From an optimization exercise on the open Yosys and OpenROAD flow, aimed at small area, a short achievable clock period and few clock cycles per item; shortcuts taken in it are not production practice. The RTL was checked by simulation tests, not by an equivalence proof against the original design.

==> flow/design.v (outline; a module is shown in full before it is edited, if it fits) <==
// module rce_vw_check: 30 lines
// module rce_front: 120 lines
// module rce_horner: 961 lines
// module rce_bcd: 178 lines
// module rce_dconv: 12 lines
// module rce_radix_decode: 18 lines
// module rce_radix_encode: 25 lines
// module rce_alu48: 26 lines
// module rce_exec: 100 lines
// module radix_codec_engine: 100 lines
// module rce_format: 33 lines
module radix_codec_engine (
    input  wire         clk,
    input  wire         rst,
    input  wire         cmd_valid,
    output wire         cmd_ready,
    input  wire [279:0] cmd_word,
    output wire         rsp_valid,
    input  wire         rsp_ready,
    output wire [139:0] rsp_word
);
  // ...
==> flow/flow/run.sh <==
#!/bin/bash
# The standard layout (standard.sh), with one change: ORFS's area-oriented
# ABC mapping script is replaced by flow/abc_area.script, which maps with
# more area recovery. The synthesis script, the registers and every later
# step are the standard ones. Each run's full output goes to a log here.
set -euo pipefail
here=$(pwd)
rm -rf "$here/scripts_x"
cp -r "$FLOW_HOME/scripts" "$here/scripts_x"
cp "$here/flow/abc_area.script" "$here/scripts_x/abc_area.script"
bash "$here/standard.sh" SCRIPTS_DIR="$here/scripts_x" > "$here/standard_flow.log" 2>&1
==> flow/flow/abc_area.script <==
strash
&get -n
&fraig -x
&put
dc2
strash
&get -n
&dch -f
&nf -R 1000 -p
&put
strash
&get -n
&dch -f
&nf -R 1000 -p
&put
topo
stime -c
buffer -c
upsize -c
dnsize -c
==> flow/standard.sh <==
#!/bin/bash
# synth_recipe.tcl (not shown) runs the flow's synth.tcl, then flattens the netlist and writes it again
# the make line also repeats each setting of config.mk as NAME=value (left out here)
make -C /OpenROAD-flow-scripts/flow DESIGN_CONFIG=/design/flow/config.mk WORK_HOME=/design/flow/orfs CLKGATE_MAP_FILE= SYNTH_SCRIPT=/design/flow/synth_recipe.tcl "${@:-finish}"
==> flow/config.mk <==
export PLATFORM = sky130hd
export DESIGN_NAME = radix_codec_engine
export DESIGN_NICKNAME = radix_codec_engine
export VERILOG_FILES = /design/flow/design.v
export SDC_FILE = /design/flow/constraint.sdc
export NUM_CORES = 4
export LEC_CHECK = 0
export ABC_AREA = 1
export CAP_MARGIN = 20
export CORE_MARGIN = 2
export CORE_UTILIZATION = 40
export SLEW_MARGIN = 20
==> flow/constraint.sdc <==
create_clock -name core_clock -period 100.0 [get_ports {clk}]
set_input_delay 20.0000 -clock core_clock [delete_from_list [all_inputs] [get_ports {clk}]]
set_output_delay 20.0000 -clock core_clock [all_outputs]
set_load 0.01 [all_outputs]
==> summary.md, run 1 <==
| Metric | Value |
|---|---|
| Status | finished with violations |
| Layout Check Fails | max-capacitance violations, max-slew violations |
| Min-delay src | sv |
| Final non-filler cell total | 8908 |
| R2R cell count | 83 |
| GR Util met2 | 59.7% |
| Number of CTS-inserted buffers | 27 |
| Post-Syn Area per Cell | 6.98 sq um |
| Post-synthesis adder-cell area fraction | 21.0% |
| Starting Density | 40.3% |
| Setup-failing EPs final | 0 |
| Worst slack, placed | 56590 ps |
| Slew headroom | -6.99% |
| Die ar. | 126000 sq um |
| Max-cap violations | 1 |
| Non-clock buffers, area share | 8.81% |
| Die H | 354 um |
| ClkCell Share | 1.69% |
| Synth Area in Compound Gates | 29.4% |
| Async set-reset flop share out of synthesis | 0% |
| Core Util, Final | 45.8% |
| Yosys Warn Count | 3 |
| Slew Viols, Final | 3 |
| Total grt overflow | 0 |
| Sequential cell area fraction in the yosys report | 11.4% |
| Main combinational cell family by area after synthesis | compound AO/OA/AOI/OAI gates |
| Xor/xnor share of the synthesized area | 0.820% |
| Register Area | 5600 sq um |
| Worst Tran Pin Value | 1600 ps |
| Fin. Hold Viols | 0 |
| Clk root buf | clkbuf_16 |
| Post-CTS Resized | 0 |
| Skew-Pair Late Insertion Delay | 640 ps |
| Min setup slack post-route | 56500 ps |
| Antenna Nets Post-Route | 0 |
Testbench counts, summed over its fixed seeds: cycles 48,310, items 24,000.
==> module rce_bcd, before the edit <==
module rce_bcd (
    input  wire [33:0] n,
    output wire [43:0] bcd
);
    function [3:0] add3;           
        input [3:0] d;
        begin
            add3[3] = d[3] | (d[2] & (d[1] | d[0]));
            add3[2] = (d[2] & ~d[1] & ~d[0]) | (d[3] & d[0]);
            add3[1] = (~d[2] & d[1]) | (d[1] & d[0]) | (d[3] & ~d[0]);
            add3[0] = (~d[3] & ~d[2] & d[0]) | (d[2] & d[1] & ~d[0]) | (d[3] & ~d[0]);
        end
    endfunction
    wire [3:0] t0 = add3({1'b0, n[33], n[32], n[31]});
    wire [3:0] t1 = add3({t0[2], t0[1], t0[0], n[30]});
    wire [3:0] t2 = add3({t1[2], t1[1], t1[0], n[29]});
    wire [3:0] t3 = add3({t2[2], t2[1], t2[0], n[28]});
    wire [3:0] t4 = add3({1'b0, t0[3], t1[3], t2[3]});
    wire [3:0] t5 = add3({t3[2], t3[1], t3[0], n[27]});
    wire [3:0] t6 = add3({t4[2], t4[1], t4[0], t3[3]});
    wire [3:0] t7 = add3({t5[2], t5[1], t5[0], n[26]});
    wire [3:0] t8 = add3({t6[2], t6[1], t6[0], t5[3]});
    wire [3:0] t9 = add3({t7[2], t7[1], t7[0], n[25]});
    wire [3:0] t10 = add3({t8[2], t8[1], t8[0], t7[3]});
    wire [3:0] t11 = add3({1'b0, t4[3], t6[3], t8[3]});
    wire [3:0] t12 = add3({t9[2], t9[1], t9[0], n[24]});
    wire [3:0] t13 = add3({t10[2], t10[1], t10[0], t9[3]});
    wire [3:0] t14 = add3({t11[2], t11[1], t11[0], t10[3]});
    wire [3:0] t15 = add3({t12[2], t12[1], t12[0], n[23]});
    wire [3:0] t16 = add3({t13[2], t13[1], t13[0], t12[3]});
    wire [3:0] t17 = add3({t14[2], t14[1], t14[0], t13[3]});
    wire [3:0] t18 = add3({t15[2], t15[1], t15[0], n[22]});
    wire [3:0] t19 = add3({t16[2], t16[1], t16[0], t15[3]});
    wire [3:0] t20 = add3({t17[2], t17[1], t17[0], t16[3]});
    wire [3:0] t21 = add3({t18[2], t18[1], t18[0], n[21]});
    wire [3:0] t22 = add3({t19[2], t19[1], t19[0], t18[3]});
    wire [3:0] t23 = add3({t20[2], t20[1], t20[0], t19[3]});
    wire [3:0] t24 = add3({t11[3], t14[3], t17[3], t20[3]});
    wire [3:0] t25 = add3({t21[2], t21[1], t21[0], n[20]});
    wire [3:0] t26 = add3({t22[2], t22[1], t22[0], t21[3]});
    wire [3:0] t27 = add3({t23[2], t23[1], t23[0], t22[3]});
    wire [3:0] t28 = add3({t24[2], t24[1], t24[0], t23[3]});
    wire [3:0] t29 = add3({t25[2], t25[1], t25[0], n[19]});
    wire [3:0] t30 = add3({t26[2], t26[1], t26[0], t25[3]});
    wire [3:0] t31 = add3({t27[2], t27[1], t27[0], t26[3]});
    wire [3:0] t32 = add3({t28[2], t28[1], t28[0], t27[3]});
    wire [3:0] t33 = add3({t29[2], t29[1], t29[0], n[18]});
    wire [3:0] t34 = add3({t30[2], t30[1], t30[0], t29[3]});
    wire [3:0] t35 = add3({t31[2], t31[1], t31[0], t30[3]});
    wire [3:0] t36 = add3({t32[2], t32[1], t32[0], t31[3]});
    wire [3:0] t37 = add3({1'b0, t24[3], t28[3], t32[3]});
    wire [3:0] t38 = add3({t33[2], t33[1], t33[0], n[17]});
    wire [3:0] t39 = add3({t34[2], t34[1], t34[0], t33[3]});
    wire [3:0] t40 = add3({t35[2], t35[1], t35[0], t34[3]});
    wire [3:0] t41 = add3({t36[2], t36[1], t36[0], t35[3]});
    wire [3:0] t42 = add3({t37[2], t37[1], t37[0], t36[3]});
    wire [3:0] t43 = add3({t38[2], t38[1], t38[0], n[16]});
    wire [3:0] t44 = add3({t39[2], t39[1], t39[0], t38[3]});
    wire [3:0] t45 = add3({t40[2], t40[1], t40[0], t39[3]});
    wire [3:0] t46 = add3({t41[2], t41[1], t41[0], t40[3]});
    wire [3:0] t47 = add3({t42[2], t42[1], t42[0], t41[3]});
    wire [3:0] t48 = add3({t43[2], t43[1], t43[0], n[15]});
    wire [3:0] t49 = add3({t44[2], t44[1], t44[0], t43[3]});
    wire [3:0] t50 = add3({t45[2], t45[1], t45[0], t44[3]});
    wire [3:0] t51 = add3({t46[2], t46[1], t46[0], t45[3]});
    wire [3:0] t52 = add3({t47[2], t47[1], t47[0], t46[3]});
    wire [3:0] t53 = add3({1'b0, t37[3], t42[3], t47[3]});
    wire [3:0] t54 = add3({t48[2], t48[1], t48[0], n[14]});
    wire [3:0] t55 = add3({t49[2], t49[1], t49[0], t48[3]});
    wire [3:0] t56 = add3({t50[2], t50[1], t50[0], t49[3]});
    wire [3:0] t57 = add3({t51[2], t51[1], t51[0], t50[3]});
    wire [3:0] t58 = add3({t52[2], t52[1], t52[0], t51[3]});
    wire [3:0] t59 = add3({t53[2], t53[1], t53[0], t52[3]});
    wire [3:0] t60 = add3({t54[2], t54[1], t54[0], n[13]});
    wire [3:0] t61 = add3({t55[2], t55[1], t55[0], t54[3]});
    wire [3:0] t62 = add3({t56[2], t56[1], t56[0], t55[3]});
    wire [3:0] t63 = add3({t57[2], t57[1], t57[0], t56[3]});
    wire [3:0] t64 = add3({t58[2], t58[1], t58[0], t57[3]});
    wire [3:0] t65 = add3({t59[2], t59[1], t59[0], t58[3]});
    wire [3:0] t66 = add3({t60[2], t60[1], t60[0], n[12]});
    wire [3:0] t67 = add3({t61[2], t61[1], t61[0], t60[3]});
    wire [3:0] t68 = add3({t62[2], t62[1], t62[0], t61[3]});
    wire [3:0] t69 = add3({t63[2], t63[1], t63[0], t62[3]});
    wire [3:0] t70 = add3({t64[2], t64[1], t64[0], t63[3]});
    wire [3:0] t71 = add3({t65[2], t65[1], t65[0], t64[3]});
    wire [3:0] t72 = add3({t66[2], t66[1], t66[0], n[11]});
    wire [3:0] t73 = add3({t67[2], t67[1], t67[0], t66[3]});
    wire [3:0] t74 = add3({t68[2], t68[1], t68[0], t67[3]});
    wire [3:0] t75 = add3({t69[2], t69[1], t69[0], t68[3]});
    wire [3:0] t76 = add3({t70[2], t70[1], t70[0], t69[3]});
    wire [3:0] t77 = add3({t71[2], t71[1], t71[0], t70[3]});
    wire [3:0] t78 = add3({t53[3], t59[3], t65[3], t71[3]});
    wire [3:0] t79 = add3({t72[2], t72[1], t72[0], n[10]});
    wire [3:0] t80 = add3({t73[2], t73[1], t73[0], t72[3]});
    wire [3:0] t81 = add3({t74[2], t74[1], t74[0], t73[3]});
    wire [3:0] t82 = add3({t75[2], t75[1], t75[0], t74[3]});
    wire [3:0] t83 = add3({t76[2], t76[1], t76[0], t75[3]});
    wire [3:0] t84 = add3({t77[2], t77[1], t77[0], t76[3]});
    wire [3:0] t85 = add3({t78[2], t78[1], t78[0], t77[3]});
    wire [3:0] t86 = add3({t79[2], t79[1], t79[0], n[9]});
    wire [3:0] t87 = add3({t80[2], t80[1], t80[0], t79[3]});
    wire [3:0] t88 = add3({t81[2], t81[1], t81[0], t80[3]});
    wire [3:0] t89 = add3({t82[2], t82[1], t82[0], t81[3]});
    wire [3:0] t90 = add3({t83[2], t83[1], t83[0], t82[3]});
    wire [3:0] t91 = add3({t84[2], t84[1], t84[0], t83[3]});
    wire [3:0] t92 = add3({t85[2], t85[1], t85[0], t84[3]});
    wire [3:0] t93 = add3({t86[2], t86[1], t86[0], n[8]});
    wire [3:0] t94 = add3({t87[2], t87[1], t87[0], t86[3]});
    wire [3:0] t95 = add3({t88[2], t88[1], t88[0], t87[3]});
    wire [3:0] t96 = add3({t89[2], t89[1], t89[0], t88[3]});
    wire [3:0] t97 = add3({t90[2], t90[1], t90[0], t89[3]});
    wire [3:0] t98 = add3({t91[2], t91[1], t91[0], t90[3]});
    wire [3:0] t99 = add3({t92[2], t92[1], t92[0], t91[3]});
    wire [3:0] t100 = add3({1'b0, t78[3], t85[3], t92[3]});
    wire [3:0] t101 = add3({t93[2], t93[1], t93[0], n[7]});
    wire [3:0] t102 = add3({t94[2], t94[1], t94[0], t93[3]});
    wire [3:0] t103 = add3({t95[2], t95[1], t95[0], t94[3]});
    wire [3:0] t104 = add3({t96[2], t96[1], t96[0], t95[3]});
    wire [3:0] t105 = add3({t97[2], t97[1], t97[0], t96[3]});
    wire [3:0] t106 = add3({t98[2], t98[1], t98[0], t97[3]});
    wire [3:0] t107 = add3({t99[2], t99[1], t99[0], t98[3]});
    wire [3:0] t108 = add3({t100[2], t100[1], t100[0], t99[3]});
    wire [3:0] t109 = add3({t101[2], t101[1], t101[0], n[6]});
    wire [3:0] t110 = add3({t102[2], t102[1], t102[0], t101[3]});
    wire [3:0] t111 = add3({t103[2], t103[1], t103[0], t102[3]});
    wire [3:0] t112 = add3({t104[2], t104[1], t104[0], t103[3]});
    wire [3:0] t113 = add3({t105[2], t105[1], t105[0], t104[3]});
    wire [3:0] t114 = add3({t106[2], t106[1], t106[0], t105[3]});
    wire [3:0] t115 = add3({t107[2], t107[1], t107[0], t106[3]});
    wire [3:0] t116 = add3({t108[2], t108[1], t108[0], t107[3]});
    wire [3:0] t117 = add3({t109[2], t109[1], t109[0], n[5]});
    wire [3:0] t118 = add3({t110[2], t110[1], t110[0], t109[3]});
    wire [3:0] t119 = add3({t111[2], t111[1], t111[0], t110[3]});
    wire [3:0] t120 = add3({t112[2], t112[1], t112[0], t111[3]});
    wire [3:0] t121 = add3({t113[2], t113[1], t113[0], t112[3]});
    wire [3:0] t122 = add3({t114[2], t114[1], t114[0], t113[3]});
    wire [3:0] t123 = add3({t115[2], t115[1], t115[0], t114[3]});
    wire [3:0] t124 = add3({t116[2], t116[1], t116[0], t115[3]});
    wire [3:0] t125 = add3({1'b0, t100[3], t108[3], t116[3]});
    wire [3:0] t126 = add3({t117[2], t117[1], t117[0], n[4]});
    wire [3:0] t127 = add3({t118[2], t118[1], t118[0], t117[3]});
    wire [3:0] t128 = add3({t119[2], t119[1], t119[0], t118[3]});
    wire [3:0] t129 = add3({t120[2], t120[1], t120[0], t119[3]});
    wire [3:0] t130 = add3({t121[2], t121[1], t121[0], t120[3]});
    wire [3:0] t131 = add3({t122[2], t122[1], t122[0], t121[3]});
    wire [3:0] t132 = add3({t123[2], t123[1], t123[0], t122[3]});
    wire [3:0] t133 = add3({t124[2], t124[1], t124[0], t123[3]});
    wire [3:0] t134 = add3({t125[2], t125[1], t125[0], t124[3]});
    wire [3:0] t135 = add3({t126[2], t126[1], t126[0], n[3]});
    wire [3:0] t136 = add3({t127[2], t127[1], t127[0], t126[3]});
    wire [3:0] t137 = add3({t128[2], t128[1], t128[0], t127[3]});
    wire [3:0] t138 = add3({t129[2], t129[1], t129[0], t128[3]});
    wire [3:0] t139 = add3({t130[2], t130[1], t130[0], t129[3]});
    wire [3:0] t140 = add3({t131[2], t131[1], t131[0], t130[3]});
    wire [3:0] t141 = add3({t132[2], t132[1], t132[0], t131[3]});
    wire [3:0] t142 = add3({t133[2], t133[1], t133[0], t132[3]});
    wire [3:0] t143 = add3({t134[2], t134[1], t134[0], t133[3]});
    wire [3:0] t144 = add3({t135[2], t135[1], t135[0], n[2]});
    wire [3:0] t145 = add3({t136[2], t136[1], t136[0], t135[3]});
    wire [3:0] t146 = add3({t137[2], t137[1], t137[0], t136[3]});
    wire [3:0] t147 = add3({t138[2], t138[1], t138[0], t137[3]});
    wire [3:0] t148 = add3({t139[2], t139[1], t139[0], t138[3]});
    wire [3:0] t149 = add3({t140[2], t140[1], t140[0], t139[3]});
    wire [3:0] t150 = add3({t141[2], t141[1], t141[0], t140[3]});
    wire [3:0] t151 = add3({t142[2], t142[1], t142[0], t141[3]});
    wire [3:0] t152 = add3({t143[2], t143[1], t143[0], t142[3]});
    wire [3:0] t153 = add3({t144[2], t144[1], t144[0], n[1]});
    wire [3:0] t154 = add3({t145[2], t145[1], t145[0], t144[3]});
    wire [3:0] t155 = add3({t146[2], t146[1], t146[0], t145[3]});
    wire [3:0] t156 = add3({t147[2], t147[1], t147[0], t146[3]});
    wire [3:0] t157 = add3({t148[2], t148[1], t148[0], t147[3]});
    wire [3:0] t158 = add3({t149[2], t149[1], t149[0], t148[3]});
    wire [3:0] t159 = add3({t150[2], t150[1], t150[0], t149[3]});
    wire [3:0] t160 = add3({t151[2], t151[1], t151[0], t150[3]});
    wire [3:0] t161 = add3({t152[2], t152[1], t152[0], t151[3]});
    wire [3:0] t162 = add3({t125[3], t134[3], t143[3], t152[3]});
    assign bcd = {1'b0, 1'b0, 1'b0, t162[3], t162[2], t162[1], t162[0], t161[3], t161[2], t161[1], t161[0], t160[3], t160[2], t160[1], t160[0], t159[3], t159[2], t159[1], t159[0], t158[3], t158[2], t158[1], t158[0], t157[3], t157[2], t157[1], t157[0], t156[3], t156[2], t156[1], t156[0], t155[3], t155[2], t155[1], t155[0], t154[3], t154[2], t154[1], t154[0], t153[3], t153[2], t153[1], t153[0], n[0]};
endmodule
==> module rce_exec, before the edit <==
module rce_exec (
    input  wire         pend,
    input  wire [3:0]   op,
    input  wire [1:0]   rin,
    input  wire [1:0]   rout,
    input  wire         wf,
    input  wire         cerr,
    input  wire [7:0]   code,
    input  wire         dok,
    input  wire [63:0]  av,
    input  wire [4:0]   la,
    input  wire         at,
    input  wire         ai,
    input  wire         na,
    input  wire [63:0]  bv,
    input  wire [4:0]   lb,
    input  wire         bt,
    input  wire         bi,
    input  wire         nb,
    input  wire [47:0]  r_v,        
    input  wire         r_s,        
    output wire         need2,
    output wire [1:0]   k,
    output wire         s,
    output wire [47:0]  v
);
    wire op_dec  = (op == 4'h1);
    wire op_encp = (op == 4'h3);
    wire op_cvt  = (op == 4'h4);
    wire op_bit  = (op >= 4'h8) && (op <= 4'hC);
    wire op_sh   = (op == 4'hB) || (op == 4'hC);
    wire enc_op  = (op == 4'h2) | op_encp | op_cvt;
    wire        cvb    = pend | ~at;            
    wire [63:0] cv_nib = cvb ? bv : av;
    wire [4:0]  cv_len = cvb ? lb : la;
    wire [63:0] ra;
    wire [47:0] cm;
    wire        cbig;
    rce_dconv u_cv (.nib(cv_nib), .len(cv_len), .r(ra), .m(cm), .big(cbig));
    wire a_int = ~pend & ai;
    wire a_txt = pend | at;
    wire [47:0] ma   = pend ? r_v : cm;
    wire        biga = pend ? r_s : cbig;
    wire b_int = ~pend & bi;
    wire b_txt = pend | bt;
    wire [47:0] mb   = cm;
    wire        bigb = cbig;
    wire nza = |ma;
    wire xok = a_int ? (av[63:48] == 16'd0) : a_txt ? (~biga & ~(na & nza)) : 1'b1;
    wire [47:0] x = a_int ? av[47:0] : a_txt ? ma : 48'd0;
    wire nzb = |mb;
    wire yok = b_int ? (bv[63:48] == 16'd0) : b_txt ? (~bigb & ~(nb & nzb)) : 1'b1;
    wire [47:0] y = b_int ? bv[47:0] : b_txt ? mb : 48'd0;
    wire kpos_i = (bv[63:6] == 58'd0) & (bv[5:0] <= 6'd53);
    wire kneg_i = (bv[63:6] == {58{1'b1}}) & (bv[5:0] >= 6'd11);
    wire [5:0] bneg6 = 6'd0 - bv[5:0];
    wire small53 = (mb[47:6] == 42'd0) & (mb[5:0] <= 6'd53);
    wire kok = b_int ? (kpos_i | kneg_i) : b_txt ? (~bigb & small53) : 1'b1;
    wire kn  = b_int ? bv[63] : b_txt ? nb : 1'b0;
    wire [5:0] km = b_int ? (bv[63] ? bneg6 : bv[5:0]) : b_txt ? mb[5:0] : 6'd0;
    wire plok = b_int ? ((bv[63:4] == 60'd0) & (bv[3:0] <= 4'd10)) :
                b_txt ? (~bigb & ~(nb & nzb) & small53 & (mb[5:0] <= 6'd10)) : 1'b1;
    wire [3:0] pl = b_int ? bv[3:0] : b_txt ? mb[3:0] : 4'd0;
    wire [39:0] dn = at ? ra[39:0] : av[39:0];
    wire [47:0] dv;
    rce_radix_decode u_dec (.dn(dn), .rc(rin), .n(dv));
    wire [39:0] nma = 40'd0 - ma[39:0];
    wire a40_ok = a_int ? ((av[63:39] == 25'd0) | (av[63:39] == {25{1'b1}})) :
                  a_txt ? (~biga & ((ma[47:39] == 9'd0) |
                                    (na & (ma[47:39] == 9'd1) & (ma[38:0] == 39'd0)))) :
                  1'b1;
    wire [39:0] pa = a_int ? av[39:0] : a_txt ? (na ? nma : ma[39:0]) : 40'd0;
    wire [39:0] pe = op_cvt ? dv[39:0] : pa;
    wire        ok40 = op_cvt ? 1'b1 : a40_ok;
    wire        enc_rng;
    wire [39:0] dig;
    wire [3:0]  ndig;
    rce_radix_encode u_enc (.p(pe), .ok40(ok40), .rc(rout), .ok(enc_rng), .d(dig), .ndig(ndig));
    wire enc_ok = enc_rng & (~op_encp | (plok & (pl >= ndig)));
    wire [3:0] slen = op_encp ? pl : ndig;
    wire left = (op == 4'hB) ? ~kn : kn;
    wire ovf;
    wire [47:0] alu_r;
    rce_alu48 u_alu (.lop(op_sh ? 2'd3 : op[1:0]), .x(x), .y(y), .left(left), .m(km),
                     .ovf(ovf), .r(alu_r));
    wire alu_ok = xok & (op_sh ? (kok & ~(left & ovf)) : yok);
    wire op_ok = op_dec ? dok : op_cvt ? (dok & enc_ok) : enc_op ? enc_ok : alu_ok;
    wire c_err = ~pend & cerr;
    wire is_err = c_err | ~op_ok;
    assign need2 = ~pend & wf & ~cerr & at & bt & (op_encp | op_bit);
    wire wf2 = pend | wf;
    wire [7:0] ecode = c_err ? code : 8'h02;
    assign k = ~wf2 ? 2'd0 : is_err ? 2'd1 : (op_dec | op_bit) ? 2'd2 : 2'd3;
    assign s = need2 ? cbig : (op_dec & dv[47]);
    assign v = need2 ? cm :
               is_err ? {40'd0, ecode} :
               op_dec ? dv :
               op_bit ? alu_r :
               {4'd0, slen, dig};
endmodule
==> inputs of run 2 (changes only) <==
--- a/flow/design.v
+++ b/flow/design.v
@@ -147,18 +147,18 @@
     assign bt = b_txt;
     assign bi = b_int;
     assign bv = b_txt ? nbb : b[63:0];
 endmodule
 module rce_horner (
     input  wire [63:0] r,       
     output wire [47:0] v
 );
-    wire [3:0] a0 = r[63:60];
-    wire [3:0] d1 = r[59:56];
+    wire [3:0] a0 = r[59:56];
+    wire [3:0] d1 = r[55:52];
     wire [6:0] z1, c1;
     assign z1[0] = a0[0] ^ d1[1];
     assign c1[0] = a0[0] & d1[1];
     assign z1[1] = a0[1] ^ d1[2] ^ c1[0];
     assign c1[1] = (a0[1] & d1[2]) | (a0[1] & c1[0]) | (d1[2] & c1[0]);
     wire ci1 = d1[3] | c1[1];
     assign z1[2] = a0[2] ^ a0[0] ^ ci1;
     assign c1[2] = (a0[2] & a0[0]) | (a0[2] & ci1) | (a0[0] & ci1);
@@ -166,17 +166,17 @@
     assign c1[3] = (a0[3] & a0[1]) | (a0[3] & c1[2]) | (a0[1] & c1[2]);
     assign z1[4] = a0[2] ^ c1[3];
     assign c1[4] = a0[2] & c1[3];
     assign z1[5] = a0[3] ^ c1[4];
     assign c1[5] = a0[3] & c1[4];
     assign z1[6] = c1[5];
     assign c1[6] = 1'b0;
     wire [6:0] a1 = {z1, d1[0]};
-    wire [3:0] d2 = r[55:52];
+    wire [3:0] d2 = r[51:48];
     wire [9:0] z2, c2;
     assign z2[0] = a1[0] ^ d2[1];
     assign c2[0] = a1[0] & d2[1];
     assign z2[1] = a1[1] ^ d2[2] ^ c2[0];
     assign c2[1] = (a1[1] & d2[2]) | (a1[1] & c2[0]) | (d2[2] & c2[0]);
     wire ci2 = d2[3] | c2[1];
     assign z2[2] = a1[2] ^ a1[0] ^ ci2;
     assign c2[2] = (a1[2] & a1[0]) | (a1[2] & ci2) | (a1[0] & ci2);
@@ -190,17 +190,17 @@
     assign c2[6] = (a1[6] & a1[4]) | (a1[6] & c2[5]) | (a1[4] & c2[5]);
     assign z2[7] = a1[5] ^ c2[6];
     assign c2[7] = a1[5] & c2[6];
     assign z2[8] = a1[6] ^ c2[7];
     assign c2[8] = a1[6] & c2[7];
     assign z2[9] = c2[8];
     assign c2[9] = 1'b0;
     wire [9:0] a2 = {z2, d2[0]};
-    wire [3:0] d3 = r[51:48];
+    wire [3:0] d3 = r[47:44];
     wire [13:0] z3, c3;
     assign z3[0] = a2[0] ^ d3[1];
     assign c3[0] = a2[0] & d3[1];
     assign z3[1] = a2[1] ^ d3[2] ^ c3[0];
     assign c3[1] = (a2[1] & d3[2]) | (a2[1] & c3[0]) | (d3[2] & c3[0]);
     wire ci3 = d3[3] | c3[1];
     assign z3[2] = a2[2] ^ a2[0] ^ ci3;
     assign c3[2] = (a2[2] & a2[0]) | (a2[2] & ci3) | (a2[0] & ci3);
@@ -222,17 +222,17 @@
     assign c3[10] = a2[8] & c3[9];
     assign z3[11] = a2[9] ^ c3[10];
     assign c3[11] = a2[9] & c3[10];
     assign z3[12] = c3[11];
     assign c3[12] = 1'b0;
     assign z3[13] = c3[12];
     assign c3[13] = 1'b0;
     wire [13:0] a3 = {z3, d3[0]};
-    wire [3:0] d4 = r[47:44];
+    wire [3:0] d4 = r[43:40];
     wire [16:0] z4, c4;
     assign z4[0] = a3[0] ^ d4[1];
     assign c4[0] = a3[0] & d4[1];
     assign z4[1] = a3[1] ^ d4[2] ^ c4[0];
     assign c4[1] = (a3[1] & d4[2]) | (a3[1] & c4[0]) | (d4[2] & c4[0]);
     wire ci4 = d4[3] | c4[1];
     assign z4[2] = a3[2] ^ a3[0] ^ ci4;
     assign c4[2] = (a3[2] & a3[0]) | (a3[2] & ci4) | (a3[0] & ci4);
@@ -260,17 +260,17 @@
     assign c4[13] = (a3[13] & a3[11]) | (a3[13] & c4[12]) | (a3[11] & c4[12]);
     assign z4[14] = a3[12] ^ c4[13];
     assign c4[14] = a3[12] & c4[13];
     assign z4[15] = a3[13] ^ c4[14];
     assign c4[15] = a3[13] & c4[14];
     assign z4[16] = c4[15];
     assign c4[16] = 1'b0;
     wire [16:0] a4 = {z4, d4[0]};
-    wire [3:0] d5 = r[43:40];
+    wire [3:0] d5 = r[39:36];
     wire [19:0] z5, c5;
     assign z5[0] = a4[0] ^ d5[1];
     assign c5[0] = a4[0] & d5[1];
     assign z5[1] = a4[1] ^ d5[2] ^ c5[0];
     assign c5[1] = (a4[1] & d5[2]) | (a4[1] & c5[0]) | (d5[2] & c5[0]);
     wire ci5 = d5[3] | c5[1];
     assign z5[2] = a4[2] ^ a4[0] ^ ci5;
     assign c5[2] = (a4[2] & a4[0]) | (a4[2] & ci5) | (a4[0] & ci5);
@@ -304,17 +304,17 @@
     assign c5[16] = (a4[16] & a4[14]) | (a4[16] & c5[15]) | (a4[14] & c5[15]);
     assign z5[17] = a4[15] ^ c5[16];
     assign c5[17] = a4[15] & c5[16];
     assign z5[18] = a4[16] ^ c5[17];
     assign c5[18] = a4[16] & c5[17];
     assign z5[19] = c5[18];
     assign c5[19] = 1'b0;
     wire [19:0] a5 = {z5, d5[0]};
-    wire [3:0] d6 = r[39:36];
+    wire [3:0] d6 = r[35:32];
     wire [23:0] z6, c6;
     assign z6[0] = a5[0] ^ d6[1];
     assign c6[0] = a5[0] & d6[1];
     assign z6[1] = a5[1] ^ d6[2] ^ c6[0];
     assign c6[1] = (a5[1] & d6[2]) | (a5[1] & c6[0]) | (d6[2] & c6[0]);
     wire ci6 = d6[3] | c6[1];
     assign z6[2] = a5[2] ^ a5[0] ^ ci6;
     assign c6[2] = (a5[2] & a5[0]) | (a5[2] & ci6) | (a5[0] & ci6);
@@ -356,17 +356,17 @@
     assign c6[20] = a5[18] & c6[19];
     assign z6[21] = a5[19] ^ c6[20];
     assign c6[21] = a5[19] & c6[20];
     assign z6[22] = c6[21];
     assign c6[22] = 1'b0;
     assign z6[23] = c6[22];
     assign c6[23] = 1'b0;
     wire [23:0] a6 = {z6, d6[0]};
-    wire [3:0] d7 = r[35:32];
+    wire [3:0] d7 = r[31:28];
     wire [26:0] z7, c7;
     assign z7[0] = a6[0] ^ d7[1];
     assign c7[0] = a6[0] & d7[1];
     assign z7[1] = a6[1] ^ d7[2] ^ c7[0];
     assign c7[1] = (a6[1] & d7[2]) | (a6[1] & c7[0]) | (d7[2] & c7[0]);
     wire ci7 = d7[3] | c7[1];
     assign z7[2] = a6[2] ^ a6[0] ^ ci7;
     assign c7[2] = (a6[2] & a6[0]) | (a6[2] & ci7) | (a6[0] & ci7);
@@ -414,17 +414,17 @@
     assign c7[23] = (a6[23] & a6[21]) | (a6[23] & c7[22]) | (a6[21] & c7[22]);
     assign z7[24] = a6[22] ^ c7[23];
     assign c7[24] = a6[22] & c7[23];
     assign z7[25] = a6[23] ^ c7[24];
     assign c7[25] = a6[23] & c7[24];
     assign z7[26] = c7[25];
     assign c7[26] = 1'b0;
     wire [26:0] a7 = {z7, d7[0]};
-    wire [3:0] d8 = r[31:28];
+    wire [3:0] d8 = r[27:24];
     wire [29:0] z8, c8;
     assign z8[0] = a7[0] ^ d8[1];
     assign c8[0] = a7[0] & d8[1];
     assign z8[1] = a7[1] ^ d8[2] ^ c8[0];
     assign c8[1] = (a7[1] & d8[2]) | (a7[1] & c8[0]) | (d8[2] & c8[0]);
     wire ci8 = d8[3] | c8[1];
     assign z8[2] = a7[2] ^ a7[0] ^ ci8;
     assign c8[2] = (a7[2] & a7[0]) | (a7[2] & ci8) | (a7[0] & ci8);
@@ -478,17 +478,17 @@
     assign c8[26] = (a7[26] & a7[24]) | (a7[26] & c8[25]) | (a7[24] & c8[25]);
     assign z8[27] = a7[25] ^ c8[26];
     assign c8[27] = a7[25] & c8[26];
     assign z8[28] = a7[26] ^ c8[27];
     assign c8[28] = a7[26] & c8[27];
     assign z8[29] = c8[28];
     assign c8[29] = 1'b0;
     wire [29:0] a8 = {z8, d8[0]};
-    wire [3:0] d9 = r[27:24];
+    wire [3:0] d9 = r[23:20];
     wire [33:0] z9, c9;
     assign z9[0] = a8[0] ^ d9[1];
     assign c9[0] = a8[0] & d9[1];
     assign z9[1] = a8[1] ^ d9[2] ^ c9[0];
     assign c9[1] = (a8[1] & d9[2]) | (a8[1] & c9[0]) | (d9[2] & c9[0]);
     wire ci9 = d9[3] | c9[1];
     assign z9[2] = a8[2] ^ a8[0] ^ ci9;
     assign c9[2] = (a8[2] & a8[0]) | (a8[2] & ci9) | (a8[0] & ci9);
@@ -550,17 +550,17 @@
     assign c9[30] = a8[28] & c9[29];
     assign z9[31] = a8[29] ^ c9[30];
     assign c9[31] = a8[29] & c9[30];
     assign z9[32] = c9[31];
     assign c9[32] = 1'b0;
     assign z9[33] = c9[32];
     assign c9[33] = 1'b0;
     wire [33:0] a9 = {z9, d9[0]};
-    wire [3:0] d10 = r[23:20];
+    wire [3:0] d10 = r[19:16];
     wire [36:0] z10, c10;
     assign z10[0] = a9[0] ^ d10[1];
     assign c10[0] = a9[0] & d10[1];
     assign z10[1] = a9[1] ^ d10[2] ^ c10[0];
     assign c10[1] = (a9[1] & d10[2]) | (a9[1] & c10[0]) | (d10[2] & c10[0]);
     wire ci10 = d10[3] | c10[1];
     assign z10[2] = a9[2] ^ a9[0] ^ ci10;
     assign c10[2] = (a9[2] & a9[0]) | (a9[2] & ci10) | (a9[0] & ci10);
@@ -628,17 +628,17 @@
     assign c10[33] = (a9[33] & a9[31]) | (a9[33] & c10[32]) | (a9[31] & c10[32]);
     assign z10[34] = a9[32] ^ c10[33];
     assign c10[34] = a9[32] & c10[33];
     assign z10[35] = a9[33] ^ c10[34];
     assign c10[35] = a9[33] & c10[34];
     assign z10[36] = c10[35];
     assign c10[36] = 1'b0;
     wire [36:0] a10 = {z10, d10[0]};
-    wire [3:0] d11 = r[19:16];
+    wire [3:0] d11 = r[15:12];
     wire [39:0] z11, c11;
     assign z11[0] = a10[0] ^ d11[1];
     assign c11[0] = a10[0] & d11[1];
     assign z11[1] = a10[1] ^ d11[2] ^ c11[0];
     assign c11[1] = (a10[1] & d11[2]) | (a10[1] & c11[0]) | (d11[2] & c11[0]);
     wire ci11 = d11[3] | c11[1];
     assign z11[2] = a10[2] ^ a10[0] ^ ci11;
     assign c11[2] = (a10[2] & a10[0]) | (a10[2] & ci11) | (a10[0] & ci11);
@@ -712,17 +712,17 @@
     assign c11[36] = (a10[36] & a10[34]) | (a10[36] & c11[35]) | (a10[34] & c11[35]);
     assign z11[37] = a10[35] ^ c11[36];
     assign c11[37] = a10[35] & c11[36];
     assign z11[38] = a10[36] ^ c11[37];
     assign c11[38] = a10[36] & c11[37];
     assign z11[39] = c11[38];
     assign c11[39] = 1'b0;
     wire [39:0] a11 = {z11, d11[0]};
-    wire [3:0] d12 = r[15:12];
+    wire [3:0] d12 = r[11:8];
     wire [43:0] z12, c12;
     assign z12[0] = a11[0] ^ d12[1];
     assign c12[0] = a11[0] & d12[1];
     assign z12[1] = a11[1] ^ d12[2] ^ c12[0];
     assign c12[1] = (a11[1] & d12[2]) | (a11[1] & c12[0]) | (d12[2] & c12[0]);
     wire ci12 = d12[3] | c12[1];
     assign z12[2] = a11[2] ^ a11[0] ^ ci12;
     assign c12[2] = (a11[2] & a11[0]) | (a11[2] & ci12) | (a11[0] & ci12);
@@ -804,17 +804,17 @@
     assign c12[40] = a11[38] & c12[39];
     assign z12[41] = a11[39] ^ c12[40];
     assign c12[41] = a11[39] & c12[40];
     assign z12[42] = c12[41];
     assign c12[42] = 1'b0;
     assign z12[43] = c12[42];
     assign c12[43] = 1'b0;
     wire [43:0] a12 = {z12, d12[0]};
-    wire [3:0] d13 = r[11:8];
+    wire [3:0] d13 = r[7:4];
     wire [46:0] z13, c13;
     assign z13[0] = a12[0] ^ d13[1];
     assign c13[0] = a12[0] & d13[1];
     assign z13[1] = a12[1] ^ d13[2] ^ c13[0];
     assign c13[1] = (a12[1] & d13[2]) | (a12[1] & c13[0]) | (d13[2] & c13[0]);
     wire ci13 = d13[3] | c13[1];
     assign z13[2] = a12[2] ^ a12[0] ^ ci13;
     assign c13[2] = (a12[2] & a12[0]) | (a12[2] & ci13) | (a12[0] & ci13);
@@ -902,17 +902,17 @@
     assign c13[43] = (a12[43] & a12[41]) | (a12[43] & c13[42]) | (a12[41] & c13[42]);
     assign z13[44] = a12[42] ^ c13[43];
     assign c13[44] = a12[42] & c13[43];
     assign z13[45] = a12[43] ^ c13[44];
     assign c13[45] = a12[43] & c13[44];
     assign z13[46] = c13[45];
     assign c13[46] = 1'b0;
     wire [46:0] a13 = {z13, d13[0]};
-    wire [3:0] d14 = r[7:4];
+    wire [3:0] d14 = r[3:0];
     wire [47:0] z14, c14;
     assign z14[0] = a13[0] ^ d14[1];
     assign c14[0] = a13[0] & d14[1];
     assign z14[1] = a13[1] ^ d14[2] ^ c14[0];
     assign c14[1] = (a13[1] & d14[2]) | (a13[1] & c14[0]) | (d14[2] & c14[0]);
     wire ci14 = d14[3] | c14[1];
     assign z14[2] = a13[2] ^ a13[0] ^ ci14;
     assign c14[2] = (a13[2] & a13[0]) | (a13[2] & ci14) | (a13[0] & ci14);
@@ -1002,129 +1002,32 @@
     assign c14[44] = (a13[44] & a13[42]) | (a13[44] & c14[43]) | (a13[42] & c14[43]);
     assign z14[45] = a13[45] ^ a13[43] ^ c14[44];
     assign c14[45] = (a13[45] & a13[43]) | (a13[45] & c14[44]) | (a13[43] & c14[44]);
     assign z14[46] = a13[46] ^ a13[44] ^ c14[45];
     assign c14[46] = (a13[46] & a13[44]) | (a13[46] & c14[45]) | (a13[44] & c14[45]);
     assign z14[47] = a13[45] ^ c14[46];
     assign c14[47] = 1'b0;
     wire [47:0] a14 = {z14, d14[0]};
-    wire [3:0] d15 = r[3:0];
-    wire [47:0] z15, c15;
-    assign z15[0] = a14[0] ^ d15[1];
-    assign c15[0] = a14[0] & d15[1];
-    assign z15[1] = a14[1] ^ d15[2] ^ c15[0];
-    assign c15[1] = (a14[1] & d15[2]) | (a14[1] & c15[0]) | (d15[2] & c15[0]);
-    wire ci15 = d15[3] | c15[1];
-    assign z15[2] = a14[2] ^ a14[0] ^ ci15;
-    assign c15[2] = (a14[2] & a14[0]) | (a14[2] & ci15) | (a14[0] & ci15);
-    assign z15[3] = a14[3] ^ a14[1] ^ c15[2];
-    assign c15[3] = (a14[3] & a14[1]) | (a14[3] & c15[2]) | (a14[1] & c15[2]);
-    assign z15[4] = a14[4] ^ a14[2] ^ c15[3];
-    assign c15[4] = (a14[4] & a14[2]) | (a14[4] & c15[3]) | (a14[2] & c15[3]);
-    assign z15[5] = a14[5] ^ a14[3] ^ c15[4];
-    assign c15[5] = (a14[5] & a14[3]) | (a14[5] & c15[4]) | (a14[3] & c15[4]);
-    assign z15[6] = a14[6] ^ a14[4] ^ c15[5];
-    assign c15[6] = (a14[6] & a14[4]) | (a14[6] & c15[5]) | (a14[4] & c15[5]);
-    assign z15[7] = a14[7] ^ a14[5] ^ c15[6];
-    assign c15[7] = (a14[7] & a14[5]) | (a14[7] & c15[6]) | (a14[5] & c15[6]);
-    assign z15[8] = a14[8] ^ a14[6] ^ c15[7];
-    assign c15[8] = (a14[8] & a14[6]) | (a14[8] & c15[7]) | (a14[6] & c15[7]);
-    assign z15[9] = a14[9] ^ a14[7] ^ c15[8];
-    assign c15[9] = (a14[9] & a14[7]) | (a14[9] & c15[8]) | (a14[7] & c15[8]);
-    assign z15[10] = a14[10] ^ a14[8] ^ c15[9];
-    assign c15[10] = (a14[10] & a14[8]) | (a14[10] & c15[9]) | (a14[8] & c15[9]);
-    assign z15[11] = a14[11] ^ a14[9] ^ c15[10];
-    assign c15[11] = (a14[11] & a14[9]) | (a14[11] & c15[10]) | (a14[9] & c15[10]);
-    assign z15[12] = a14[12] ^ a14[10] ^ c15[11];
-    assign c15[12] = (a14[12] & a14[10]) | (a14[12] & c15[11]) | (a14[10] & c15[11]);
-    assign z15[13] = a14[13] ^ a14[11] ^ c15[12];
-    assign c15[13] = (a14[13] & a14[11]) | (a14[13] & c15[12]) | (a14[11] & c15[12]);
-    assign z15[14] = a14[14] ^ a14[12] ^ c15[13];
-    assign c15[14] = (a14[14] & a14[12]) | (a14[14] & c15[13]) | (a14[12] & c15[13]);
-    assign z15[15] = a14[15] ^ a14[13] ^ c15[14];
-    assign c15[15] = (a14[15] & a14[13]) | (a14[15] & c15[14]) | (a14[13] & c15[14]);
-    assign z15[16] = a14[16] ^ a14[14] ^ c15[15];
-    assign c15[16] = (a14[16] & a14[14]) | (a14[16] & c15[15]) | (a14[14] & c15[15]);
-    assign z15[17] = a14[17] ^ a14[15] ^ c15[16];
-    assign c15[17] = (a14[17] & a14[15]) | (a14[17] & c15[16]) | (a14[15] & c15[16]);
-    assign z15[18] = a14[18] ^ a14[16] ^ c15[17];
-    assign c15[18] = (a14[18] & a14[16]) | (a14[18] & c15[17]) | (a14[16] & c15[17]);
-    assign z15[19] = a14[19] ^ a14[17] ^ c15[18];
-    assign c15[19] = (a14[19] & a14[17]) | (a14[19] & c15[18]) | (a14[17] & c15[18]);
-    assign z15[20] = a14[20] ^ a14[18] ^ c15[19];
-    assign c15[20] = (a14[20] & a14[18]) | (a14[20] & c15[19]) | (a14[18] & c15[19]);
-    assign z15[21] = a14[21] ^ a14[19] ^ c15[20];
-    assign c15[21] = (a14[21] & a14[19]) | (a14[21] & c15[20]) | (a14[19] & c15[20]);
-    assign z15[22] = a14[22] ^ a14[20] ^ c15[21];
-    assign c15[22] = (a14[22] & a14[20]) | (a14[22] & c15[21]) | (a14[20] & c15[21]);
-    assign z15[23] = a14[23] ^ a14[21] ^ c15[22];
-    assign c15[23] = (a14[23] & a14[21]) | (a14[23] & c15[22]) | (a14[21] & c15[22]);
-    assign z15[24] = a14[24] ^ a14[22] ^ c15[23];
-    assign c15[24] = (a14[24] & a14[22]) | (a14[24] & c15[23]) | (a14[22] & c15[23]);
-    assign z15[25] = a14[25] ^ a14[23] ^ c15[24];
-    assign c15[25] = (a14[25] & a14[23]) | (a14[25] & c15[24]) | (a14[23] & c15[24]);
-    assign z15[26] = a14[26] ^ a14[24] ^ c15[25];
-    assign c15[26] = (a14[26] & a14[24]) | (a14[26] & c15[25]) | (a14[24] & c15[25]);
-    assign z15[27] = a14[27] ^ a14[25] ^ c15[26];
-    assign c15[27] = (a14[27] & a14[25]) | (a14[27] & c15[26]) | (a14[25] & c15[26]);
-    assign z15[28] = a14[28] ^ a14[26] ^ c15[27];
-    assign c15[28] = (a14[28] & a14[26]) | (a14[28] & c15[27]) | (a14[26] & c15[27]);
-    assign z15[29] = a14[29] ^ a14[27] ^ c15[28];
-    assign c15[29] = (a14[29] & a14[27]) | (a14[29] & c15[28]) | (a14[27] & c15[28]);
-    assign z15[30] = a14[30] ^ a14[28] ^ c15[29];
-    assign c15[30] = (a14[30] & a14[28]) | (a14[30] & c15[29]) | (a14[28] & c15[29]);
-    assign z15[31] = a14[31] ^ a14[29] ^ c15[30];
-    assign c15[31] = (a14[31] & a14[29]) | (a14[31] & c15[30]) | (a14[29] & c15[30]);
-    assign z15[32] = a14[32] ^ a14[30] ^ c15[31];
-    assign c15[32] = (a14[32] & a14[30]) | (a14[32] & c15[31]) | (a14[30] & c15[31]);
-    assign z15[33] = a14[33] ^ a14[31] ^ c15[32];
-    assign c15[33] = (a14[33] & a14[31]) | (a14[33] & c15[32]) | (a14[31] & c15[32]);
-    assign z15[34] = a14[34] ^ a14[32] ^ c15[33];
-    assign c15[34] = (a14[34] & a14[32]) | (a14[34] & c15[33]) | (a14[32] & c15[33]);
-    assign z15[35] = a14[35] ^ a14[33] ^ c15[34];
-    assign c15[35] = (a14[35] & a14[33]) | (a14[35] & c15[34]) | (a14[33] & c15[34]);
-    assign z15[36] = a14[36] ^ a14[34] ^ c15[35];
-    assign c15[36] = (a14[36] & a14[34]) | (a14[36] & c15[35]) | (a14[34] & c15[35]);
-    assign z15[37] = a14[37] ^ a14[35] ^ c15[36];
-    assign c15[37] = (a14[37] & a14[35]) | (a14[37] & c15[36]) | (a14[35] & c15[36]);
-    assign z15[38] = a14[38] ^ a14[36] ^ c15[37];
-    assign c15[38] = (a14[38] & a14[36]) | (a14[38] & c15[37]) | (a14[36] & c15[37]);
-    assign z15[39] = a14[39] ^ a14[37] ^ c15[38];
-    assign c15[39] = (a14[39] & a14[37]) | (a14[39] & c15[38]) | (a14[37] & c15[38]);
-    assign z15[40] = a14[40] ^ a14[38] ^ c15[39];
-    assign c15[40] = (a14[40] & a14[38]) | (a14[40] & c15[39]) | (a14[38] & c15[39]);
-    assign z15[41] = a14[41] ^ a14[39] ^ c15[40];
-    assign c15[41] = (a14[41] & a14[39]) | (a14[41] & c15[40]) | (a14[39] & c15[40]);
-    assign z15[42] = a14[42] ^ a14[40] ^ c15[41];
-    assign c15[42] = (a14[42] & a14[40]) | (a14[42] & c15[41]) | (a14[40] & c15[41]);
-    assign z15[43] = a14[43] ^ a14[41] ^ c15[42];
-    assign c15[43] = (a14[43] & a14[41]) | (a14[43] & c15[42]) | (a14[41] & c15[42]);
-    assign z15[44] = a14[44] ^ a14[42] ^ c15[43];
-    assign c15[44] = (a14[44] & a14[42]) | (a14[44] & c15[43]) | (a14[42] & c15[43]);
-    assign z15[45] = a14[45] ^ a14[43] ^ c15[44];
-    assign c15[45] = (a14[45] & a14[43]) | (a14[45] & c15[44]) | (a14[43] & c15[44]);
-    assign z15[46] = a14[46] ^ a14[44] ^ c15[45];
-    assign c15[46] = (a14[46] & a14[44]) | (a14[46] & c15[45]) | (a14[44] & c15[45]);
-    assign z15[47] = a14[47] ^ a14[45] ^ c15[46];
-    assign c15[47] = 1'b0;
-    wire [47:0] a15 = {z15, d15[0]};
-    assign v = a15;
+    assign v = a14;
 endmodule
 module rce_bcd (
     input  wire [33:0] n,
     output wire [43:0] bcd
 );
     function [3:0] add3;           
         input [3:0] d;
+        reg c, e;
         begin
-            add3[3] = d[3] | (d[2] & (d[1] | d[0]));
-            add3[2] = (d[2] & ~d[1] & ~d[0]) | (d[3] & d[0]);
-            add3[1] = (~d[2] & d[1]) | (d[1] & d[0]) | (d[3] & ~d[0]);
-            add3[0] = (~d[3] & ~d[2] & d[0]) | (d[2] & d[1] & ~d[0]) | (d[3] & ~d[0]);
+            e = d[1] | d[0];
+            c = d[3] | (d[2] & e);
+            add3[3] = c;
+            add3[2] = d[2] ^ (c & e);
+            add3[1] = d[1] ^ (c & ~d[0]);
+            add3[0] = d[0] ^ c;
         end
     endfunction
     wire [3:0] t0 = add3({1'b0, n[33], n[32], n[31]});
     wire [3:0] t1 = add3({t0[2], t0[1], t0[0], n[30]});
     wire [3:0] t2 = add3({t1[2], t1[1], t1[0], n[29]});
     wire [3:0] t3 = add3({t2[2], t2[1], t2[0], n[28]});
     wire [3:0] t4 = add3({1'b0, t0[3], t1[3], t2[3]});
     wire [3:0] t5 = add3({t3[2], t3[1], t3[0], n[27]});
@@ -1429,22 +1332,31 @@
     wire kn  = b_int ? bv[63] : b_txt ? nb : 1'b0;
     wire [5:0] km = b_int ? (bv[63] ? bneg6 : bv[5:0]) : b_txt ? mb[5:0] : 6'd0;
     wire plok = b_int ? ((bv[63:4] == 60'd0) & (bv[3:0] <= 4'd10)) :
                 b_txt ? (~bigb & ~(nb & nzb) & small53 & (mb[5:0] <= 6'd10)) : 1'b1;
     wire [3:0] pl = b_int ? bv[3:0] : b_txt ? mb[3:0] : 4'd0;
     wire [39:0] dn = at ? ra[39:0] : av[39:0];
     wire [47:0] dv;
     rce_radix_decode u_dec (.dn(dn), .rc(rin), .n(dv));
-    wire [39:0] nma = 40'd0 - ma[39:0];
     wire a40_ok = a_int ? ((av[63:39] == 25'd0) | (av[63:39] == {25{1'b1}})) :
                   a_txt ? (~biga & ((ma[47:39] == 9'd0) |
                                     (na & (ma[47:39] == 9'd1) & (ma[38:0] == 39'd0)))) :
                   1'b1;
-    wire [39:0] pa = a_int ? av[39:0] : a_txt ? (na ? nma : ma[39:0]) : 40'd0;
+    wire        ngt = a_txt & na;
+    reg  [39:0] pa;
+    reg         seen;
+    integer     j;
+    always @* begin
+        seen = 1'b0;
+        for (j = 0; j < 40; j = j + 1) begin
+            pa[j] = x[j] ^ (ngt & seen);
+            seen  = seen | x[j];
+        end
+    end
     wire [39:0] pe = op_cvt ? dv[39:0] : pa;
     wire        ok40 = op_cvt ? 1'b1 : a40_ok;
     wire        enc_rng;
     wire [39:0] dig;
     wire [3:0]  ndig;
     rce_radix_encode u_enc (.p(pe), .ok40(ok40), .rc(rout), .ok(enc_rng), .d(dig), .ndig(ndig));
     wire enc_ok = enc_rng & (~op_encp | (plok & (pl >= ndig)));
     wire [3:0] slen = op_encp ? pl : ndig;
==> flow/flow/run.sh (replaced) <==
#!/bin/bash
# The standard layout (standard.sh), with two changes:
# - ORFS's area-oriented ABC mapping script is replaced by
#   flow/abc_area.script, which maps with more area recovery;
# - every input and output port still gets its buffer, but a plain
#   sky130_fd_sc_hd__buf_1 rather than the delay buffer buffer_ports picks.
# The synthesis script, the registers and every other step are the standard
# ones. The run's full output goes to standard_flow.log here.
set -euo pipefail
here=$(pwd)
rm -rf "$here/scripts_x"
cp -r "$FLOW_HOME/scripts" "$here/scripts_x"
cp "$here/flow/abc_area.script" "$here/scripts_x/abc_area.script"
bash "$here/standard.sh" SCRIPTS_DIR="$here/scripts_x" \
    "BUFFER_PORTS_ARGS=-buffer_cell sky130_fd_sc_hd__buf_1" finish \
    > "$here/standard_flow.log" 2>&1
==> flow/flow/abc_area.script (replaced) <==
strash
&get -n
&fraig -x
&put
dc2
balance
rewrite
refactor
balance
rewrite
rewrite -z
balance
refactor -z
rewrite -z
balance
dc2
strash
&get -n
&dch -f
&nf -R 1000 -p
&put
strash
&get -n
&dch -f
&nf -R 1000 -p
&put
topo
stime -c
buffer -c
upsize -c
dnsize -c
==> run 2 against run 1 <==
Now clean on timing, DRC and antenna. First-iteration DRC count fell by 3.0%. Final cell count fell by 7.9%. Die area fell by 5.7%. Area after synthesis fell by 5.7%. Sequential cell count did not move. Worst setup slack got worse by 2500 ps. Global-route usage rose by 3.0 points. Via count fell by 8.4%. Critical endpoint is now s_dok.
==> summary.md, run 2 <==
| Metric | Value |
|---|---|
| Status | complete, no violations |
| Die Wd | 344 um |
| Synth top area cells | fa_1 15%, ha_1 9.9%, edfxtp_1 8.2% |
| Via density | 6.25 |
| Worst reg2reg setup slack | 68740 ps |
| Fmax | 21.7 MHz |
| Synthesized cell area | 46300 sq um |
| Boundary Pins | 426 |
| Ys flop type | edfxtp_1 |
| Register Area | 5600 sq um (unchanged) |
| # hold bufs at CTS | 0 |
| Tot GR Track Use | 40.3% |
| PortBufs | 413 |
| Post-Synth Simple-Gate Area | 21.4% |
| Setup_tns | 0 ps |
| CP arrival | 46540 ps |
| Antenna violations before repair | 27 |
| Async set-reset flop share out of synthesis | 0% (unchanged) |
| Slowest cell on crit path | nor2_1 |
| Fin. Hold Viols | 0 (unchanged) |
| Pre-antenna DRT Iters | 7 |
| Total wire length | 246000 um |
| Top sig layer | met5 |
| Most frequent cells in the layout | 777 x nand2_1, 731 x nor2_1, 591 x a21oi_1 |
| Buffers and inverters on the worst path | 29 |
| Leading cell type in the layout, fill and taps excluded | nand2_1 |
| Post-CTS Resized | 0 (unchanged) |
| Avg WL per Cell | 30.0 um |
| Core area | 115000 sq um |
| Ratio of cells with drive above 1 in the final layout | 5.43% |
| Sequential cell area fraction in the yosys report | 12.1% (+0.69 points) |
| Reg2reg end | rv[40] |
| Metal2 WL | 102000 um |
| Sink Count | 216 |
| Synth cell count leaders | 780 x nand2_1, 737 x nor2_1, 592 x a21oi_1, 552 x inv_1, 545 x o21ai_0 |
| Met3 WL | 24900 um |
| Post-synth EDFFs | 127 |
| Setup crit start kind | primary input |
| Slew Viols, Final | 0 (-3) |
| Final non-filler cell total | 8203 (-7.9%) |
| DR vias | 51281 |
| Xor/xnor share of the synthesized area | 4.20% (+3.4 points) |
| Main combinational cell family by area after synthesis | compound AO/OA/AOI/OAI gates |
| Die H | 344 um (-2.9%) |
| Crit path time final | 45990 ps |
| Starting Density | 40.4% (+0.14 points) |
| Largest net degree at the start of global routing | 84 |
| Slew headroom | 13.4% (+20 points) |
| WP data required | 100550 ps |
| Drt drc | 0 |
| Hold endpoint | comp |
| Area of the multi-input gates | 37400 sq um |
| Reg clk slew, reported paths | 80 ps |
| Min-delay src | sv |
| Worst Tran Pin Value | 1280 ps (-316 ps) |
| Most frequent cell after synthesis | nand2_1 |
| Final Cycle Share | 46.0% |
| Max Clock Skew | 55.7 ps |
| Longest Clk Path Bufs | 3 |
| Die ar. | 118000 sq um (-5.7%) |
| CP most frequent cell | ha_1 |
| Hold Path Stages | 1 |
| Number of CTS-inserted buffers | 29 (+7.4%) |
| Number of synthesized register bits | 216 |
| Final weighted congestion in routability-driven placement | 1.10 |
| RSZ-0062 raised after global routing | false |
| Total grt overflow | 0 (unchanged) |
| First-pass GRT wire length | 346000 um |
| Worst Hold Class | reg2reg |
| Yosys Warn Count | 4 (+1) |
| Crit path largest cell delay | 350 ps |
| Post-CTS Setup Inserts | 0 |
| Cells after Synth | 6417 |
| Top-area cell type share of the netlist area | 14.9% |
| CP Max Fanout | 6 |
| Final nets | 7643 |
| Met1 wire length | 103000 um |
| Number of fill cells | 12105 |
| Detail Placement HPWL | 205000 um |
| Synth Area in Compound Gates | 25.9% (-3.4 points) |
| Post-synthesis mux area share | 3.97% |
| CTS tree | done |
| Area added between synthesis and finish | 9.11% |
| R2R cell count | 78 (-6.0%) |
| Skew-Pair Late Insertion Delay | 670 ps (+30 ps) |
| Htree depth | 1 |
| Critical path class | in2reg |
| Vias in the first global route | 47756 |
| Yosys cell types | 86 |
| Reg-to-Reg Start | s_at |
| Post-Syn Area per Cell | 7.21 sq um (+3.3%) |
| Clk root buf | clkbuf_16 |
| Setup-failing EPs final | 0 (unchanged) |
| CP Capture Type | register |
| Max-cap violations | 0 (-1) |
| Post-synthesis adder-cell area fraction | 24.8% (+3.8 points) |
| Biggest area consumer among synthesized cells | fa_1 |
| Antenna Nets Post-Route | 0 (unchanged) |
| CP top delay family | simple AND/OR/NAND/NOR gates |
| Inst Count DP | 8130 |
| Starting DRT DRC Count | 6522 |
| Top flop regs | s_av (64), s_bv (64), rv (48) |
| Number of core rows | 124 |
-- run 2: routing by layer --
| layer | vias up | track usage (%) |
|---|---|---|
| li1 | 22866 | - |
| met1 | 24756 | 55.6 |
| met2 | 3022 | 59.6 |
| met3 | 613 | 8.11 |
| met4 | 24 | 20.6 |
| met5 | - | 0 |
-- run 2: area by class of cell --
class                      instances  share of cell area [%]
multi-input combinational       5303                    74.1
sequential                       216                    11.1
timing repair buffer             527                    4.76
inverter                         572                    4.25
tap                             1512                    3.75
clock buffer                      30                    1.44
clock inverter                    24                   0.520
antenna                           19                  0.0941
-- run 2: stage by stage --
| step | setup slack, ps | area [sq um] | util [%] | hold WS (ps) |
|---|---|---|---|---|
| after floorplan | 58310 | 46300 | - | 406 |
| after global placement | 54160 | 49500 | 43.2 | 442 |
| after detailed placement | 53770 | 49500 | 43.2 | 436 |
| after CTS | 54220 | 50500 | 44.1 | 469 |
| after global routing | 51050 | 50500 | 44.1 | 510 |
| final | 54010 | 50500 | 44.1 | 501 |
-- run 2: cell families (layout without fill, tap and decap cells) --
family / count (synthesis) / count (layout)
AOI/OAI and AO/OA: 1979 / 1979
muxes: 179 / 179
adders and majority gates: 710 / 710
xor gates and xnor gates: 222 / 222
DFF: 216 / 216
buffers and inverters: 909 / 1153
other: 1 / 31
and+or+nand+nor: 2201 / 2201
-- run 2: worst max path at each step --
stage,slack (ps),start,end,depth (start not counted)
2_1_floorplan,58310,rst,rsp_word[88],8
3_3_place_gp,54160,cmd_word[168],s_dok,157
3_5_place_dp,53770,cmd_word[168],s_dok,159
4_1_cts,54220,cmd_word[168],s_dok,159
5_1_grt,51050,cmd_word[168],s_dok,159
6_report,54010,cmd_word[168],s_dok,158
Testbench counts of run 2, summed over its fixed seeds: cycles 48,310, items 24,000.
==> inputs of run 3 (changes only) <==
--- a/flow/config.mk
+++ b/flow/config.mk
@@ -6,7 +6,7 @@
 export NUM_CORES = 4
 export LEC_CHECK = 0
 export ABC_AREA = 1
-export CAP_MARGIN = 20
+export CAP_MARGIN = 35
 export CORE_MARGIN = 2
 export CORE_UTILIZATION = 40
-export SLEW_MARGIN = 20
+export SLEW_MARGIN = 35
==> run 3 against run 2 <==
Still clean on timing, DRC and antenna. Die area unchanged. Via count about the same. Global-route usage about the same. Sequential cell count unchanged. Fmax down 0.58%. Critical path type unchanged.
==> summary.md, run 3 <==
| Metric | Value |
|---|---|
| First-pass GRT wire length | 346000 um (about the same) |
| Most frequent cells in the layout | 777 x nand2_1, 731 x nor2_1, 590 x a21oi_1 |
| CP most frequent cell | ha_1 |
| Sequential cell area fraction in the yosys report | 12.1% (unchanged) |
| Setup crit start kind | primary input |
| Number of core rows | 124 (unchanged) |
| Slew headroom | 28.3% (+15 points) |
| Tot GR Track Use | 40.3% (about the same) |
| Boundary Pins | 426 (unchanged) |
| CP arrival | 46800 ps (+260 ps) |
| Yosys cell types | 86 (unchanged) |
| Async set-reset flop share out of synthesis | 0% (unchanged) |
| Reg clk slew, reported paths | 70 ps (about the same) |
| Post-CTS Resized | 0 (unchanged) |
| Longest Clk Path Bufs | 3 (unchanged) |
| Critical path class | in2reg |
| Number of CTS-inserted buffers | 29 (unchanged) |
| Vias in the first global route | 47517 (-0.50%) |
| Setup_tns | 0 ps (unchanged) |
| Number of synthesized register bits | 216 (unchanged) |
| CP Max Fanout | 6 (unchanged) |
| WP data required | 100550 ps (about the same) |
| Top flop regs | s_av (64), s_bv (64), rv (48) |
| Antenna Nets Post-Route | 0 (unchanged) |
| Max Clock Skew | 40.2 ps (-15.5 ps) |
| Cells after Synth | 6417 (unchanged) |
| Drt drc | 0 (unchanged) |
| Setup-failing EPs final | 0 (unchanged) |
| Htree depth | 1 (unchanged) |
| Crit path time final | 46260 ps (+270 ps) |
| Detail Placement HPWL | 205000 um (about the same) |
| Leading cell type in the layout, fill and taps excluded | nand2_1 |
| Yosys Warn Count | 4 (unchanged) |
| Final nets | 7646 (+0.039%) |
| Final Cycle Share | 46.3% (+0.27 points) |
| Worst Tran Pin Value | 1070 ps (-212 ps) |
| Synth cell count leaders | 780 x nand2_1, 737 x nor2_1, 592 x a21oi_1, 552 x inv_1, 545 x o21ai_0 |
| Ys flop type | edfxtp_1 |
| Total grt overflow | 0 (unchanged) |
| Most frequent cell after synthesis | nand2_1 |
| Largest net degree at the start of global routing | 84 (unchanged) |
| Die ar. | 118000 sq um (unchanged) |
| Max-cap violations | 0 (unchanged) |
| Starting DRT DRC Count | 6691 (+2.6%) |
| Clk root buf | clkbuf_16 |
| Core area | 115000 sq um (unchanged) |
| Slew Viols, Final | 0 (unchanged) |
| Skew-Pair Late Insertion Delay | 660 ps (about the same) |
| Die Wd | 344 um (unchanged) |
| Post-Syn Area per Cell | 7.21 sq um (unchanged) |
| Sink Count | 216 (unchanged) |
| Post-CTS Setup Inserts | 0 (unchanged) |
| Avg WL per Cell | 30.0 um (about the same) |
| Crit path largest cell delay | 380 ps (+30 ps) |
| Fmax | 21.6 MHz (-0.58%) |
| Synthesized cell area | 46300 sq um (unchanged) |
| Via density | 6.25 (about the same) |
| Starting Density | 40.4% (unchanged) |
| Pre-antenna DRT Iters | 10 (+3) |
| Antenna violations before repair | 27 (unchanged) |
| Final weighted congestion in routability-driven placement | 1.10 (unchanged) |
| Fin. Hold Viols | 0 (unchanged) |
| Die H | 344 um (unchanged) |
| Biggest area consumer among synthesized cells | fa_1 |
| # hold bufs at CTS | 0 (unchanged) |
| Post-synth EDFFs | 127 (unchanged) |
| Total wire length | 246000 um (about the same) |
| DR vias | 51258 (-0.045%) |
| CP Capture Type | register |
| CTS tree | done |
| Area added between synthesis and finish | 9.27% |
| Status | complete, no violations |
| Worst Hold Class | reg2reg |
| Top-area cell type share of the netlist area | 14.9% (unchanged) |
| Slowest cell on crit path | nor2_1 |
| Ratio of cells with drive above 1 in the final layout | 5.56% (+0.13 points) |
| PortBufs | 413 (unchanged) |
| Synth top area cells | fa_1 15%, ha_1 9.9%, edfxtp_1 8.2% |
| RSZ-0062 raised after global routing | false |
run 3: cell counts after synthesis:
No cell type changed its count.
run 3: area by class of cell:
class,instances,area [sq um]
antenna,16,40.0
clock buffer,32,737
clock inverter,22,251
fill,11973,63900
inverter,572,2150
multi-input combinational,5303,37500
sequential,216,5600
tap,1512,1890
timing repair buffer,530,2440
run 3: cells by family after synthesis:
kind of cell | Yosys count | synth area share [%]
adders and majority gates | 710 | 24.8
DFF | 216 | 12.1
buffers and inverters | 909 | 7.59
xor gates and xnor gates | 222 | 4.20
muxes | 179 | 3.97
and+or+nand+nor | 2201 | 21.4
AOI/OAI and AO/OA | 1979 | 25.9
other | 1 | 0.00810
run 3: critical path: cells and delay by family:
family	cells	cell delay, ps
buffers and inverters	30	2400
AND/OR/NAND/NOR	39	8850
XOR/XNOR	27	5540
AO/OA/AOI/OAI	32	3390
adder cells (fa/ha/maj)	31	6600
run 3: metal layers:
layer	routed length [um]	vias up	GRT usage, %
li1	-	22887	-
met1	103000	24695	55.7
met2	102000	3072	59.6
met3	25200	580	8.23
met4	15100	24	19.9
met5	162	-	0
run 3: metrics by stage:
stage / setup slack (ps) / hold WS [ps] / area (sq um) / cells / util, %
6_report: 53740 / 488 / 50600 / 8203 / 44.2
3_5_place_dp: 53700 / 436 / 49500 / 8132 / 43.2
3_3_place_gp: 54160 / 442 / 49500 / 8129 / 43.2
5_1_grt: 50890 / 499 / 50600 / 8193 / 44.2
4_1_cts: 54140 / 467 / 50500 / 8186 / 44.1
2_1_floorplan: 58310 / 406 / 46300 / 6428 / -
run 3: path summary, 6_finish.rpt:
path	startpoint	to	slack, ps	depth (start not counted)
setup reg to reg	s_at	rv[40]	68960	78
hold / removal	sv	comp	490	1
hold reg to reg	sv	comp	490	1
setup / recovery	cmd_word[168]	s_dok	53740	159

what the ideal ports hide:
How much do the figures lean on ideal ports? The routed layouts below were timed once more, with nothing changed but the port constraints.
Step 1 sets driving cells, clkbuf_16 on the clock port and buf_2 on the other inputs (assumed; they add their load-dependent delay and slew).
Step 2 moves the port delays by t, midway between the first and last clock arrival at a register: inputs arrive t later, outputs are due t later. That takes back most of the time a late clock gives input paths.
Three values: ideal, step 1, step 2; two values: the first two.
| run | t, ns | slack for setup (ns) | latest minus earliest clock arrival (ns) | pins driven straight from the clock port |
|---|---|---|---|---|
| run 1 | 0.685 | 56.503 / 56.475 / 56.475 | 0.054 / 0.054 | 1 |
| run 2 | 0.714 | 54.014 / 54.060 / 53.346 | 0.056 / 0.056 | 1 |
| run 3 | 0.706 | 53.745 / 53.792 / 53.086 | 0.040 / 0.040 | 1 |
For run 2, which loses most, drivers alone change the setup slack by +0.046 ns; drivers and shift together by -0.668 ns.
